Context: an optimization exercise on an open-source flow, tuned for small area, a short achievable clock period and few clock cycles. The choices shown serve that exercise and are no tape-out recipe. Only simulation tests tie the RTL to the original design; equivalence was not proved. Power and IR drop assume default switching activity.

**run.sh**
```bash
#!/bin/bash
# synth_recipe.tcl (not shown) runs the flow's synth.tcl, then flattens the netlist and writes it again
# the make line also repeats each setting of config.mk as NAME=value (left out here)
make -C /OpenROAD-flow-scripts/flow DESIGN_CONFIG=/design/flow/config.mk WORK_HOME=/design/flow/orfs CLKGATE_MAP_FILE= SYNTH_SCRIPT=/design/flow/synth_recipe.tcl finish
```
**config.mk**
```make
export PLATFORM = sky130hd
export DESIGN_NAME = bgfc_rx
export DESIGN_NICKNAME = bgfc_rx
export VERILOG_FILES = /design/flow/design.v
export SDC_FILE = /design/flow/constraint.sdc
export NUM_CORES = 4
export LEC_CHECK = 0
export CAP_MARGIN = 20
export CORE_MARGIN = 2
export CORE_UTILIZATION = 40
export SLEW_MARGIN = 20
```
**constraint.sdc**
```tcl
create_clock -name core_clock -period 7.0 [get_ports {clk}]
set_input_delay 1.4000 -clock core_clock [delete_from_list [all_inputs] [get_ports {clk}]]
set_output_delay 1.4000 -clock core_clock [all_outputs]
set_load 0.01 [all_outputs]
```
**design.v**
```verilog
module bgfc_catalog_lookup (
    input  wire       is_event,
    input  wire [7:0] class_id,
    input  wire [7:0] command_id,
    output reg        hit,
    output reg  [4:0] idx
);
    always @(*) begin
        hit = 1'b1;
        idx = 5'd0;
        case ({is_event, class_id, command_id})
            {1'b0, 8'h04, 8'h01}: idx = 5'd0;   
            {1'b1, 8'h04, 8'h02}: idx = 5'd1;   
            {1'b0, 8'h00, 8'h01}: idx = 5'd2;   
            {1'b1, 8'h06, 8'h00}: idx = 5'd3;   
            {1'b1, 8'h07, 8'h03}: idx = 5'd4;   
            {1'b0, 8'h00, 8'h00}: idx = 5'd5;   
            {1'b0, 8'h00, 8'h02}: idx = 5'd6;   
            {1'b0, 8'h00, 8'h03}: idx = 5'd7;   
            {1'b1, 8'h00, 8'h00}: idx = 5'd8;   
            {1'b0, 8'h01, 8'h00}: idx = 5'd9;   
            {1'b0, 8'h01, 8'h01}: idx = 5'd10;   
            {1'b1, 8'h01, 8'h00}: idx = 5'd11;   
            {1'b0, 8'h02, 8'h00}: idx = 5'd12;   
            {1'b1, 8'h02, 8'h00}: idx = 5'd13;   
            {1'b0, 8'h03, 8'h00}: idx = 5'd14;   
            {1'b1, 8'h03, 8'h00}: idx = 5'd15;   
            {1'b1, 8'h03, 8'h04}: idx = 5'd16;   
            {1'b0, 8'h04, 8'h00}: idx = 5'd17;   
            {1'b1, 8'h04, 8'h00}: idx = 5'd18;   
            {1'b1, 8'h06, 8'h01}: idx = 5'd19;   
            {1'b0, 8'h06, 8'h03}: idx = 5'd20;   
            {1'b1, 8'h06, 8'h04}: idx = 5'd21;   
            {1'b0, 8'h05, 8'h00}: idx = 5'd22;   
            {1'b1, 8'h05, 8'h00}: idx = 5'd23;   
            {1'b0, 8'h07, 8'h00}: idx = 5'd24;   
            {1'b1, 8'h07, 8'h01}: idx = 5'd25;   
            {1'b0, 8'h08, 8'h02}: idx = 5'd26;   
            {1'b1, 8'h08, 8'h02}: idx = 5'd27;   
            {1'b0, 8'hFF, 8'h00}: idx = 5'd28;   
            {1'b1, 8'h0A, 8'h05}: idx = 5'd29;   
            {1'b0, 8'h0A, 8'h05}: idx = 5'd30;   
            {1'b1, 8'hFE, 8'hFE}: idx = 5'd31;   
            default: hit = 1'b0;
        endcase
    end
endmodule
module bgfc_catalog_desc (
    input  wire [4:0]  idx,
    output reg  [3:0]  nfields,
    output reg  [31:0] types
);
    always @(*) begin
        nfields = 4'd0;
        types   = 32'd0;
        case (idx)
            5'd0: begin nfields = 4'd1; types = 32'h00000002; end
            5'd1: begin nfields = 4'd4; types = 32'h00008610; end
            5'd2: begin nfields = 4'd0; types = 32'h00000000; end
            5'd3: begin nfields = 4'd1; types = 32'h00000009; end
            5'd4: begin nfields = 4'd3; types = 32'h00000543; end
            5'd5: begin nfields = 4'd2; types = 32'h00000082; end
            5'd6: begin nfields = 4'd1; types = 32'h00000004; end
            5'd7: begin nfields = 4'd5; types = 32'h00082200; end
            5'd8: begin nfields = 4'd5; types = 32'h00080224; end
            5'd9: begin nfields = 4'd1; types = 32'h00000002; end
            5'd10: begin nfields = 4'd2; types = 32'h00000082; end
            5'd11: begin nfields = 4'd3; types = 32'h00000820; end
            5'd12: begin nfields = 4'd1; types = 32'h00000001; end
            5'd13: begin nfields = 4'd1; types = 32'h00000000; end
            5'd14: begin nfields = 4'd2; types = 32'h00000020; end
            5'd15: begin nfields = 4'd6; types = 32'h00022200; end
            5'd16: begin nfields = 4'd2; types = 32'h00000020; end
            5'd17: begin nfields = 4'd2; types = 32'h00000020; end
            5'd18: begin nfields = 4'd5; types = 32'h00081060; end
            5'd19: begin nfields = 4'd6; types = 32'h00800601; end
            5'd20: begin nfields = 4'd1; types = 32'h00000007; end
            5'd21: begin nfields = 4'd3; types = 32'h00000072; end
            5'd22: begin nfields = 4'd2; types = 32'h00000080; end
            5'd23: begin nfields = 4'd5; types = 32'h00090020; end
            5'd24: begin nfields = 4'd7; types = 32'h00113355; end
            5'd25: begin nfields = 4'd8; types = 32'h00224444; end
            5'd26: begin nfields = 4'd0; types = 32'h00000000; end
            5'd27: begin nfields = 4'd2; types = 32'h00000077; end
            5'd28: begin nfields = 4'd4; types = 32'h00008000; end
            5'd29: begin nfields = 4'd1; types = 32'h00000009; end
            5'd30: begin nfields = 4'd2; types = 32'h00000066; end
            5'd31: begin nfields = 4'd3; types = 32'h00000531; end
            default: ;
        endcase
    end
endmodule
module bgfc_rx (
    input  wire        clk,
    input  wire        rst,
    input  wire        unknown_fatal,
    input  wire        rx_valid,
    input  wire [7:0]  rx_data,
    output wire        rx_ready,
    input  wire        reg_valid,
    input  wire        reg_unreg,
    input  wire [1:0]  reg_dir,
    input  wire [7:0]  reg_class,
    input  wire [7:0]  reg_cmd,
    input  wire [7:0]  reg_tag,
    output reg         reg_done,
    output reg         reg_err,
    output reg         fld_valid,
    output reg  [3:0]  fld_index,
    output reg  [3:0]  fld_type,
    output reg         fld_elem,
    output reg  [47:0] fld_data,
    output reg         done_valid,
    output reg  [3:0]  done_status,
    output reg         done_event,
    output reg  [7:0]  done_class,
    output reg  [7:0]  done_cmd,
    output reg  [10:0] done_len,
    output reg         done_handled,
    output reg  [7:0]  done_tag,
    output reg  [10:0] done_cur,
    output reg  [3:0]  done_fidx,
    output reg  [8:0]  done_need,
    output wire        halted
);
    localparam [3:0] T_U8 = 4'd0, T_I8 = 4'd1, T_U16 = 4'd2, T_I16 = 4'd3,
                     T_U32 = 4'd4, T_I32 = 4'd5, T_ADDR6 = 4'd6, T_NOPAY = 4'd7,
                     T_U8ARR = 4'd8, T_U16ARR = 4'd9;
    localparam [3:0] OC_OK = 4'd0, OC_UNKNOWN = 4'd3, OC_MALFORMED = 4'd4;
    localparam [2:0] S_HDR = 3'd0, S_LOOK = 3'd1, S_PAY = 3'd2, S_FIN = 3'd3,
                     S_HALT = 3'd4;
    reg  [2:0]  state;
    reg  [1:0]  hcnt;
    reg         hdr_event;
    reg  [10:0] hdr_len;
    reg  [7:0]  hdr_class;
    reg  [7:0]  hdr_cmd;
    reg         hit;
    reg  [4:0]  cidx;
    reg  [10:0] cur;         
    reg  [3:0]  fidx;        
    reg  [2:0]  fpos;        
    reg  [10:0] fstart;      
    reg  [47:0] val;         
    reg         arr_body;    
    reg  [7:0]  arr_rem;     
    reg         arr_odd;     
    reg  [7:0]  arr_lo;
    reg         err;
    reg  [10:0] err_cur;
    reg  [3:0]  err_fidx;
    reg  [8:0]  err_need;
    reg  [31:0] slot_valid;
    reg  [7:0]  slot_tag [0:31];
    wire        lk_hit;
    wire [4:0]  lk_idx;
    bgfc_catalog_lookup u_lookup (
        .is_event   (hdr_event),
        .class_id   (hdr_class),
        .command_id (hdr_cmd),
        .hit        (lk_hit),
        .idx        (lk_idx)
    );
    wire [3:0]  nfields;
    wire [31:0] types;
    bgfc_catalog_desc u_desc (
        .idx     (cidx),
        .nfields (nfields),
        .types   (types)
    );
    wire        rg_hit;
    wire [4:0]  rg_idx;
    bgfc_catalog_lookup u_reg_lookup (
        .is_event   (reg_dir == 2'd2),
        .class_id   (reg_class),
        .command_id (reg_cmd),
        .hit        (rg_hit),
        .idx        (rg_idx)
    );
    wire        fields_left = (fidx < nfields);
    wire [3:0]  ftype       = types[fidx[2:0]*4 +: 4];
    wire        is_array    = (ftype == T_U8ARR) || (ftype == T_U16ARR);
    wire        bytes_left  = (cur != hdr_len);
    reg  [2:0]  fwidth;
    always @(*) begin
        case (ftype)
            T_U8, T_I8:    fwidth = 3'd1;
            T_U16, T_I16:  fwidth = 3'd2;
            T_U32, T_I32:  fwidth = 3'd4;
            T_ADDR6:       fwidth = 3'd6;
            default:       fwidth = 3'd0;
        endcase
    end
    reg  [47:0] val_next;
    always @(*) begin
        val_next = val;
        val_next[fpos*8 +: 8] = rx_data;
    end
    reg  [47:0] fval;
    always @(*) begin
        case (ftype)
            T_U8:    fval = {40'd0, val_next[7:0]};
            T_I8:    fval = {{40{val_next[7]}}, val_next[7:0]};
            T_U16:   fval = {32'd0, val_next[15:0]};
            T_I16:   fval = {{32{val_next[15]}}, val_next[15:0]};
            T_U32:   fval = {16'd0, val_next[31:0]};
            T_I32:   fval = {{16{val_next[31]}}, val_next[31:0]};
            default: fval = val_next;
        endcase
    end
    wire [10:0] remain_after = hdr_len - cur - 11'd1;
    reg take;
    always @(*) begin
        take = 1'b0;
        case (state)
            S_HDR: take = 1'b1;
            S_PAY: begin
                if (!hit || err)
                    take = bytes_left;
                else if (fields_left && ftype != T_NOPAY)
                    take = bytes_left;
            end
            default: take = 1'b0;
        endcase
    end
    assign rx_ready = take;
    assign halted   = (state == S_HALT);
    wire acc = take && rx_valid;
    always @(posedge clk) begin
        fld_valid  <= 1'b0;
        done_valid <= 1'b0;
        if (rst) begin
            state      <= S_HDR;
            hcnt       <= 2'd0;
            fld_index  <= 4'd0;
            fld_type   <= 4'd0;
            fld_elem   <= 1'b0;
            fld_data   <= 48'd0;
            done_status  <= 4'd0;
            done_event   <= 1'b0;
            done_class   <= 8'd0;
            done_cmd     <= 8'd0;
            done_len     <= 11'd0;
            done_handled <= 1'b0;
            done_tag     <= 8'd0;
            done_cur     <= 11'd0;
            done_fidx    <= 4'd0;
            done_need    <= 9'd0;
        end else begin
            case (state)
                S_HDR: begin
                    if (acc) begin
                        case (hcnt)
                            2'd0: begin
                                hdr_event     <= rx_data[7];
                                hdr_len[10:8] <= rx_data[2:0];
                            end
                            2'd1: hdr_len[7:0] <= rx_data;
                            2'd2: hdr_class    <= rx_data;
                            default: hdr_cmd   <= rx_data;
                        endcase
                        hcnt <= hcnt + 2'd1;
                        if (hcnt == 2'd3)
                            state <= S_LOOK;
                    end
                end
                S_LOOK: begin
                    hit      <= lk_hit;
                    cidx     <= lk_idx;
                    cur      <= 11'd0;
                    fidx     <= 4'd0;
                    fpos     <= 3'd0;
                    fstart   <= 11'd0;
                    arr_body <= 1'b0;
                    arr_odd  <= 1'b0;
                    err      <= 1'b0;
                    state    <= S_PAY;
                end
                S_PAY: begin
                    if (!hit || err) begin
                        if (acc)
                            cur <= cur + 11'd1;
                        else if (!bytes_left)
                            state <= S_FIN;
                    end else if (fields_left) begin
                        if (ftype == T_NOPAY) begin
                            fld_valid <= 1'b1;
                            fld_index <= fidx;
                            fld_type  <= T_NOPAY;
                            fld_elem  <= 1'b0;
                            fld_data  <= 48'd0;
                            fidx      <= fidx + 4'd1;
                        end else if (!bytes_left) begin
                            err      <= 1'b1;
                            err_cur  <= fstart;
                            err_fidx <= fidx;
                            err_need <= is_array ? 9'd1 : {6'd0, fwidth};
                        end else if (acc) begin
                            cur <= cur + 11'd1;
                            if (!is_array) begin
                                val <= val_next;
                                if (fpos == fwidth - 3'd1) begin
                                    fld_valid <= 1'b1;
                                    fld_index <= fidx;
                                    fld_type  <= ftype;
                                    fld_elem  <= 1'b0;
                                    fld_data  <= fval;
                                    fidx      <= fidx + 4'd1;
                                    fpos      <= 3'd0;
                                    fstart    <= cur + 11'd1;
                                end else begin
                                    fpos <= fpos + 3'd1;
                                end
                            end else if (!arr_body) begin
                                fld_valid <= 1'b1;
                                fld_index <= fidx;
                                fld_type  <= ftype;
                                fld_elem  <= 1'b0;
                                fld_data  <= {40'd0, rx_data};
                                if ({3'd0, rx_data} > remain_after) begin
                                    err      <= 1'b1;
                                    err_cur  <= fstart;
                                    err_fidx <= fidx;
                                    err_need <= {1'b0, rx_data} + 9'd1;
                                end else if (ftype == T_U16ARR && rx_data[0]) begin
                                    err      <= 1'b1;
                                    err_cur  <= fstart;
                                    err_fidx <= fidx;
                                    err_need <= {1'b0, rx_data} + 9'd2;
                                end else if (rx_data == 8'd0) begin
                                    fidx   <= fidx + 4'd1;
                                    fstart <= cur + 11'd1;
                                end else begin
                                    arr_body <= 1'b1;
                                    arr_rem  <= rx_data;
                                    arr_odd  <= 1'b0;
                                end
                            end else begin
                                if (ftype == T_U8ARR) begin
                                    fld_valid <= 1'b1;
                                    fld_index <= fidx;
                                    fld_type  <= ftype;
                                    fld_elem  <= 1'b1;
                                    fld_data  <= {40'd0, rx_data};
                                end else if (!arr_odd) begin
                                    arr_lo  <= rx_data;
                                    arr_odd <= 1'b1;
                                end else begin
                                    fld_valid <= 1'b1;
                                    fld_index <= fidx;
                                    fld_type  <= ftype;
                                    fld_elem  <= 1'b1;
                                    fld_data  <= {32'd0, rx_data, arr_lo};
                                    arr_odd   <= 1'b0;
                                end
                                arr_rem <= arr_rem - 8'd1;
                                if (arr_rem == 8'd1) begin
                                    arr_body <= 1'b0;
                                    fidx     <= fidx + 4'd1;
                                    fstart   <= cur + 11'd1;
                                end
                            end
                        end
                    end else if (bytes_left) begin
                        err      <= 1'b1;
                        err_cur  <= cur;
                        err_fidx <= nfields;
                        err_need <= 9'd0;
                    end else begin
                        state <= S_FIN;
                    end
                end
                S_FIN: begin
                    done_valid   <= 1'b1;
                    done_event   <= hdr_event;
                    done_class   <= hdr_class;
                    done_cmd     <= hdr_cmd;
                    done_len     <= hdr_len;
                    done_cur     <= err_cur;
                    done_fidx    <= err_fidx;
                    done_need    <= err_need;
                    done_handled <= 1'b0;
                    done_tag     <= 8'd0;
                    if (!hit) begin
                        done_status <= OC_UNKNOWN;
                    end else if (err) begin
                        done_status <= OC_MALFORMED;
                    end else begin
                        done_status  <= OC_OK;
                        done_handled <= slot_valid[cidx];
                        done_tag     <= slot_tag[cidx];
                    end
                    if (!hit && unknown_fatal)
                        state <= S_HALT;
                    else
                        state <= S_HDR;
                end
                default: ;   
            endcase
        end
    end
    wire reg_bad = !((reg_dir == 2'd1) || (reg_dir == 2'd2)) || !rg_hit;
    always @(posedge clk) begin
        if (rst) begin
            slot_valid <= 32'd0;
            reg_done   <= 1'b0;
            reg_err    <= 1'b0;
        end else begin
            reg_done <= reg_valid;
            reg_err  <= reg_valid && reg_bad;
            if (reg_valid && !reg_bad)
                slot_valid[rg_idx] <= !reg_unreg;
        end
    end
    always @(posedge clk) begin
        if (reg_valid && !reg_bad && !reg_unreg)
            slot_tag[rg_idx] <= reg_tag;
    end
endmodule
```
==> run summary <==
Status:
- The run finished with no timing, DRC or antenna violations.

Clock network:
- Once the clock tree was built, the setup fixing pass inserted 0 buffers.
- Clock latency on the worst-skew pair, taken at its later pin, is 600 ps.
- Clock-pin slew was measured on the worst setup and hold paths at 60 ps.
- The count of hold-fix buffers inserted at cts is 0.
- Post-CTS repair changed the size of 0 cells.
- TritonCTS built the clock tree.
- The CTS H-tree depth is 3.
- Clock tree synthesis found a total of 600 sinks.
- The master cell of the clock root buffer is clkbuf_16.
- TritonCTS created 67 clock buffers.
- Counting along the longest clock path gives a buffer depth of 3.

Floorplan:
- From left edge to right edge, the die measures 267 µm.
- The die area is 71,400 µm².
- The die is 267 µm tall.
- The initialized floorplan defines between 90 and 100 standard-cell rows.
- After floorplanning, the core was sized to cover 68,600 µm².
- The initial utilization of the core area, before any placement, comes to 0.404.
- During I/O placement, the number of pins put on the boundary was 168.

Critical path:
- In this run the worst path has a maximum fanout of 10.
- At the worst endpoint, the required time is about 7500 ps.
- For the worst setup path, the data arrival time is around 6000 ps.
- The depth of the worst register-to-register path is 13.
- STA classifies the critical path startpoint as an input pin.
- The worst setup path is of the input pin to flip-flop kind.
- The kind of capture point of the worst setup path is a flip-flop.
- The register-to-register setup slack is approximately 2200 ps.

Cells and area:
- The number of nets in the layout is 2,538.
- The final-layout fill cell count is 6,133.
- The layout cell share with drive strength beyond 1 is 0.121.
- The finished layout holds 3,430 standard cells, fillers aside.
- The area growth from synthesis to layout is 17.0%.
- The number of antenna diodes in the final layout is 0.

Timing:
- Setup violations remaining at the end of the flow were counted as 0.
- The share of the clock period used by the worst path is 0.786.
- The final number of max-transition violations was 0.
- For this run, the top clock speed supported by timing is 182 MHz.
- The smallest clock period supported by the final layout is computed as 5500 ps.
- The headroom to the max-slew limit is 0.284.
- At the pin with the least slew margin, the transition time is 1070 ps.
- The aggregate negative setup slack is 0 ps.
- Setup repair after global routing left no endpoint under its margin.
- The final number of hold-violating endpoints is 0.
- Between clock sinks in the finished design, the worst skew comes to ~29 ps.

Synth:
- The share of synthesized flip-flops with an asynchronous set or reset is 0.
- The total number of yosys warnings is 3.
- Counting every instance in the synthesized netlist gives 2,318.
- The number of distinct library cells after synthesis is between 90 and 100.
- Dividing the synthesized area by the synthesized cell count gives about 12 µm².
- The total standard cell area after synthesis is 27,700 µm².
- The number of enable-type register cells in the synthesized netlist is 410.
- After synthesis the netlist holds a flip-flop and latch count of 600.
- For this run, the register share of the synthesized area comes to 0.581.
- Synthesis produced a netlist with a net count of about 2,400.
- For this run, the leading register cell type out of synthesis is edfxtp_1.

Routing:
- After detailed routing, the total wire length is 73,800 µm.
- The DRC violation total after the first TritonRoute iteration is 1,940.
- The first detailed-routing pass ran for 7 iterations.
- The routed layout has between 15,000 and 20,000 vias.
- The final antenna-violating net count is 0.
- Dividing the detail-routed wire length by the instance count gives 21.5 µm.
- In the routed design, unresolved DRC markers number 0.
- Using the TritonRoute via totals, the vias-per-cell ratio works out to ~5.7.

Placed design:
- Once placement completed, the tool counted placed cells totaling roughly 3,300.
- The count of buffers added on input and output ports is 166.
- After legalization and detailed placement, the total HPWL measured 49,100 µm.
- The congestion estimate from routability-driven global placement came to 0.887.

Run:
- The tool flagged a number of max-cap violations equal to 0.

Global routing:
- The global-route wire length before repair is 112,000 µm.
- The largest net degree at the start of global routing is 72.
- The number of antenna violations at the first check in global routing came to 1.
- For this run, the total global-route usage over all layers was measured as 0.203.
- The via count of the first global-routing pass is 18,800.
- The final global-route overflow total is 0.

Pwr:
- The analysis attributes to cell leakage a power of 10.9 nW.
- Across the VDD grid, the largest voltage drop is 0.000225 V.
- The power density of the placed cells is 232 nW/µm².

Worst hold path:
- The type of the tightest min-delay check is flip-flop to flip-flop.
- The cell depth of the worst min-delay path is 2.
==> area by class of cell <==
type	count	area, µm²	share of cell area
clock buffer	91	1900	0.0585
clock inverter	32	275	0.00849
sequential	600	16100	0.497
tap	931	1160	0.0359
inverter	85	319	0.00983
multi-input combinational	1488	10700	0.331
timing repair buffer	203	1940	0.0597
==> path summary, 6_finish.rpt <==
check / from / end
worst max-delay path: reg_cmd[2] / slot_valid[30]
worst min-delay path: fld_data[1] / fld_data[1]
worst max register to register: fidx[0] / fld_index[2]
worst min register to register: fld_data[1] / fld_data[1]
==> synth_stat cells, types with 6 or more instances <==
master,n,area share
o21a_1,23,0.0062
clkbuf_1,97,0.013
nor2_1,175,0.024
a211oi_1,16,0.0043
nor4_1,18,0.0041
nand3_1,97,0.018
a21o_1,12,0.0032
o31ai_1,6,0.0016
nor2b_1,28,0.0063
a211o_1,8,0.0025
buf_2,17,0.0031
a22oi_1,19,0.0051
inv_1,81,0.011
and3_1,16,0.0036
mux4_2,94,0.076
o211ai_1,15,0.0041
o21ai_0,125,0.023
nand2b_1,13,0.0029
xor2_1,15,0.0047
mux2_2,16,0.0065
nor3_1,31,0.0056
a21boi_0,7,0.0019
o21ai_1,6,0.0011
buf_1,26,0.0035
dfxtp_1,190,0.14
ha_1,52,0.023
and2_1,17,0.0038
or3_1,8,0.0018
mux2i_1,27,0.0097
o32ai_1,17,0.0054
xnor2_1,35,0.011
a311oi_1,12,0.0038
a22o_1,41,0.013
a21oi_1,125,0.023
edfxtp_1,410,0.44
nand2_1,251,0.034
a32o_1,7,0.0025
nand4_1,28,0.0063
==> cells in the final DEF (no fill, tap or decap), types with 8 or more instances in the layout <==
cell type	instances
edfxtp_1	410
nand2_1	250
dfxtp_1	187
nor2_1	173
clkdlybuf4s50_1	165
o21ai_0	125
a21oi_1	124
nand3_1	97
mux4_2	94
inv_1	81
clkbuf_16	68
ha_1	52
a22o_1	41
buf_4	38
xnor2_1	35
nor3_1	28
nor2b_1	28
nand4_1	28
mux2i_1	27
o21a_1	23
a22oi_1	19
nor4_1	18
o32ai_1	17
and3_1	16
and2_1	16
mux2_2	16
a211oi_1	16
xor2_1	15
o211ai_1	15
nand2b_1	13
a21o_1	12
a311oi_1	12
clkbuf_1	12
clkbuf_8	11
clkinv_1	10
a211o_1	8
or3_1	8
clkinv_2	8
==> metal layers <==
metal	global-route usage	up-vias	routed length, µm
li1	-	8978	-
met1	0.271	9669	31700
met3	0.0364	109	4640
met4	0.0522	2	1610
met2	0.341	767	35900
met5	0	-	11
==> power breakdown <==
part	leakage [nW]	switching [W]	internal, W
registers	5.24	0.00000971	0.00378
logic	4.63	0.000180	0.0000872
clock network	1.06	0.00143	0.00202
total	10.9	0.00162	0.00589
==> cell families (layout without fill, tap and decap cells) <==
logic type | after synthesis | after routing | synth area share
XOR/XNOR | 50 | 50 | 0.0158
AND/OR/NAND/NOR | 742 | 742 | 0.131
flip-flops | 600 | 600 | 0.581
adder cells (fa/ha/maj) | 53 | 53 | 0.0242
other | 1 | 1 | 0.000135
AO/OA/AOI/OAI | 504 | 504 | 0.121
buffers and inverters | 230 | 411 | 0.0327
multiplexers | 138 | 138 | 0.0932
==> worst max-delay path: stages <==
cell             delay, ps
clkdlybuf4s50_1        610
or4_4                  630
nor4_4                 420
nand3_2                330
a41oi_4                440
inv_1                  230
ha_1                   350
nand2_1                110
mux2i_1                240
o21ai_1                290
nor4_4                 450
a21oi_1                140
a311oi_1               320
==> sequential cells by signal, summed over array words and instances (netlist names), 9 cells and up, named ones only <==
signal / flops
slot_tag: 256
fld_data: 48
val: 48
slot_valid: 32
types: 21
cur: 11
done_cur: 11
done_len: 11
err_cur: 11
fstart: 11
hdr_len: 11
done_need: 9
err_need: 9
==> metrics by stage <==
stage          utilization  instance area (µm²)  power [W]  setup WS [ps]  hold WS (ps)
2_1_floorplan            -                27700    0.00401            953           459
3_3_place_gp         0.441                30300    0.00413           1080           442
3_5_place_dp         0.441                30300    0.00413            928           444
4_1_cts              0.473                32400    0.00758           1560           452
5_1_grt              0.473                32400    0.00774           1220           476
6_report             0.473                32400    0.00751           1500           450
Testbench counts, summed over its fixed seeds: cycles 88,898.

==> re-timing with driven ports <==
Ports are ideal in the flow. The routed layout listed here was re-timed in OpenROAD.
Step 1: set_driving_cell puts a clkbuf_16 on clk and a buf_2 on each other input, an assumption about the parent block.
Step 2 times the ports against the registers' clock, not the clock port: input delays grow and output delays shrink by t, the midpoint of the rising clock arrivals with the driver on.
Slacks: ideal ports / drivers / drivers and shift; pairs: ideal ports / drivers.
t, ns: 0.645
slack for setup (ns): 1.501 / 1.533 / 0.887
clock arrival spread, ns: 0.030 / 0.029
cell pins on the clock port's net: 1
After both steps this run still meets setup and hold. The setup slack of this run moves by +0.032 ns with the drivers and by -0.614 ns with both steps.
